This design comes from an exercise in tuning for small area on the open sky130 flow, not from production work.
Function was checked by simulation only, so behaviour that the tests miss may differ from the original.

==> flow/design.v <==
module uavtalk_rx #(
    parameter STAT_W = 16
) (
    input  wire              clk,
    input  wire              rst,           
    input  wire              in_valid,
    input  wire [7:0]        in_byte,
    input  wire              cat_hit,
    input  wire [15:0]       cat_size,
    input  wire              stats_clr,
    output reg               res_valid,
    output wire [1:0]        res_code,      
    output reg  [2:0]        err_code,
    output wire [7:0]        frm_type,
    output reg  [31:0]       frm_objid,
    output reg  [15:0]       frm_instid,
    output reg  [7:0]        frm_len,
    output wire              pl_valid,
    output reg  [7:0]        pl_byte,
    output wire [7:0]        pl_index,
    output reg  [STAT_W-1:0] rx_bytes,
    output reg  [STAT_W-1:0] rx_objects,
    output reg  [STAT_W-1:0] rx_errors
);
    localparam [2:0] E_NONE         = 3'd0,
                     E_BAD_SYNC     = 3'd1,
                     E_BAD_VERSION  = 3'd2,
                     E_BAD_SIZE     = 3'd3,
                     E_UNKNOWN_OBJ  = 3'd4,
                     E_TOO_LARGE    = 3'd5,
                     E_LEN_MISMATCH = 3'd6,
                     E_BAD_CHECKSUM = 3'd7;
    localparam [8:0] POS_SYNC = 9'h1F5;
    function [7:0] crc8_update;
        input [7:0] crc;
        input [7:0] data;
        integer i;
        reg [7:0] c;
        begin
            c = crc ^ data;
            for (i = 0; i < 8; i = i + 1)
                c = c[7] ? ((c << 1) ^ 8'h07) : (c << 1);
            crc8_update = c;
        end
    endfunction
    reg [8:0] pos;
    reg [7:0] crc;
    reg [2:0] typ;         
    reg       sz_hi;       
    assign frm_type = {5'b00100, typ};
    assign pl_index = pos[7:0];
    wire       hdr   = pos[8] & (pos[3:0] != 4'hF);
    wire [3:0] hp    = pos[3:0];
    wire       s_sync  = hdr & (hp == 4'h5);
    wire       s_type  = hdr & (hp == 4'h6);
    wire       s_szlo  = hdr & (hp == 4'h7);
    wire       s_szhi  = hdr & (hp == 4'h8);
    wire       s_obj0  = hdr & (hp == 4'h9);
    wire       s_obj1  = hdr & (hp == 4'hA);
    wire       s_obj2  = hdr & (hp == 4'hB);
    wire       s_obj3  = hdr & (hp == 4'hC);
    wire       s_inst0 = hdr & (hp == 4'hD);
    wire       s_inst1 = hdr & (hp == 4'hE);
    assign res_code = {err_code != 3'd0, s_sync & (err_code == 3'd0)};
    assign pl_valid = res_valid & ~pos[8];
    wire [8:0] pos_inc = pos + 9'd1;
    wire        use_cat = ~typ[0] & ~typ[2];       
    wire [7:0]  cmp_a   = hdr ? (cat_size[7:0] & {8{use_cat}}) : pos_inc[7:0];
    wire        cmp_eq  = (cmp_a == frm_len);
    wire        at_ck   = ~hdr & cmp_eq;
    wire       s_data  = ~hdr & ~at_ck;
    wire [8:0]  lo_m10    = {1'b0, in_byte} - 9'd10;
    wire        hi_eq     = (in_byte == {7'd0, sz_hi});
    wire        hi_p1     = (in_byte == {6'd0, sz_hi, ~sz_hi});
    wire        size_bad  = ~hi_eq & ~(hi_p1 & (frm_len == 8'd0));
    wire        too_large = use_cat & (cat_size[15:8] != 8'd0);
    wire        len_bad   = sz_hi | ~cmp_eq;
    wire        type_ok   = (in_byte[7:3] == 5'b00100) & (in_byte[2:0] <= 3'd4);
    wire [7:0]  crc_d     = (s_sync ? 8'h00 : crc) ^ in_byte;
    wire        ck_ok     = (crc_d == 8'd0);
    reg  [2:0]  cause;
    always @* begin
        cause = E_NONE;
        if (s_sync && in_byte != 8'h3C)  cause = E_BAD_SYNC;
        if (s_type && !type_ok)          cause = E_BAD_VERSION;
        if (s_szhi && size_bad)          cause = E_BAD_SIZE;
        if (s_inst1) begin
            if (!cat_hit)                cause = E_UNKNOWN_OBJ;
            else if (too_large)          cause = E_TOO_LARGE;
            else if (len_bad)            cause = E_LEN_MISMATCH;
        end
        if (at_ck && !ck_ok)             cause = E_BAD_CHECKSUM;
    end
    wire step_ok   = at_ck & ck_ok;
    wire step_disc = (cause != E_NONE);
    wire to_sync   = step_ok | (step_disc & ~s_sync);
    always @(posedge clk) begin
        err_code <= cause;
        pl_byte  <= in_byte;
        if (rst) begin
            res_valid <= 1'b0;
            pos       <= POS_SYNC;
        end else begin
            res_valid <= in_valid;
            if (in_valid && !(s_sync && step_disc))
                pos <= to_sync ? POS_SYNC : pos_inc;
        end
        if (in_valid) begin
            crc <= crc8_update(8'h00, crc_d);
            if (s_type) typ <= in_byte[2:0];
            if (s_szlo) {sz_hi, frm_len} <= lo_m10;
            if (s_szhi) sz_hi <= ~hi_eq;
            if (s_obj0) frm_objid[7:0]   <= in_byte;
            if (s_obj1) frm_objid[15:8]  <= in_byte;
            if (s_obj2) frm_objid[23:16] <= in_byte;
            if (s_obj3) frm_objid[31:24] <= in_byte;
            if (s_inst0) frm_instid[7:0]  <= in_byte;
            if (s_inst1) frm_instid[15:8] <= in_byte;
        end
    end
    wire kill = rst | stats_clr;
    wire [STAT_W:0] tb_, to_, te_;
    assign tb_[0] = in_valid & ~&rx_bytes;
    assign to_[0] = in_valid & step_ok & ~&rx_objects;
    assign te_[0] = in_valid & step_disc & ~&rx_errors;
    genvar gi;
    generate
        for (gi = 0; gi < STAT_W; gi = gi + 1) begin : g_carry
            assign tb_[gi+1] = tb_[gi] & rx_bytes[gi];
            assign to_[gi+1] = to_[gi] & rx_objects[gi];
            assign te_[gi+1] = te_[gi] & rx_errors[gi];
        end
    endgenerate
    always @(posedge clk) begin
        rx_bytes[STAT_W-1:1]   <= kill ? {(STAT_W-1){1'b0}} : rx_bytes[STAT_W-1:1]   ^ tb_[STAT_W-1:1];
        rx_objects[STAT_W-1:1] <= kill ? {(STAT_W-1){1'b0}} : rx_objects[STAT_W-1:1] ^ to_[STAT_W-1:1];
        rx_errors[STAT_W-1:1]  <= kill ? {(STAT_W-1){1'b0}} : rx_errors[STAT_W-1:1]  ^ te_[STAT_W-1:1];
        rx_bytes[0]   <= rst ? 1'b0 : stats_clr ? in_valid             : rx_bytes[0]   ^ tb_[0];
        rx_objects[0] <= rst ? 1'b0 : stats_clr ? (in_valid & step_ok)   : rx_objects[0] ^ to_[0];
        rx_errors[0]  <= rst ? 1'b0 : stats_clr ? (in_valid & step_disc) : rx_errors[0]  ^ te_[0];
    end
endmodule
export LEC_CHECK = 0
export CAP_MARGIN = 5
export CORE_MARGIN = 2
export CORE_UTILIZATION = 85
export CTS_BUF_LIST = sky130_fd_sc_hd__clkbuf_8
export SLEW_MARGIN = 5
create_clock -name core_clock -period 7.0 [get_ports {clk}]
standard.sh (not shown) runs the stock make flow with config.mk's settings and CLKGATE_MAP_FILE= SYNTH_SCRIPT=/design/flow/synth_recipe.tcl, a recipe that flattens the netlist after the stock synthesis.
==> flow/flow/run.sh <==
#!/bin/bash
set -euo pipefail
bash standard.sh \
  "BUFFER_PORTS_ARGS=-buffer_cell sky130_fd_sc_hd__buf_1" \
  "CTS_ARGS=-sink_clustering_enable -repair_clock_nets -dont_use_dummy_load -buf_list sky130_fd_sc_hd__clkbuf_8" \
  finish > standard_flow.log 2>&1
The first run stopped in global placement (3_3_place_gp).
==> next run, changes <==
- CAP_MARGIN: 5 -> 20
- CORE_UTILIZATION: 85 -> 75
- SLEW_MARGIN: 5 -> 20
After rerunning: Now the flow went through all stages and came out clean. Synthesized area does not change. Synthesized cell count is unchanged.

## re-timing with driven ports
In the flow no input, the clock included, has a driving cell. The finished layout below was timed again as built, in two steps.
Step 1: set_driving_cell puts a clkbuf_16 on clk and a buf_2 on each other input, an assumption about the parent block.
Step 2 also shifts input and output timing later by t, the mid clock arrival at the registers, as if the neighbouring blocks saw the same clock.
a / b / c = ideal / step 1 / step 2; a / b = the first two.
run: the second run
shift t [ns]: 0.456
setup WS [ns]: 0.445 / 0.453 / -0.002
worst setup path at the end: input to register
clock arrival spread, ns: 0.032 / 0.031
worst data-port slew with drivers (ns): 0.07
Met with ideal ports but missed after step 2: setup timing in the second run. The setup slack of the second run moves by +0.008 ns with the drivers and by -0.447 ns with both steps.
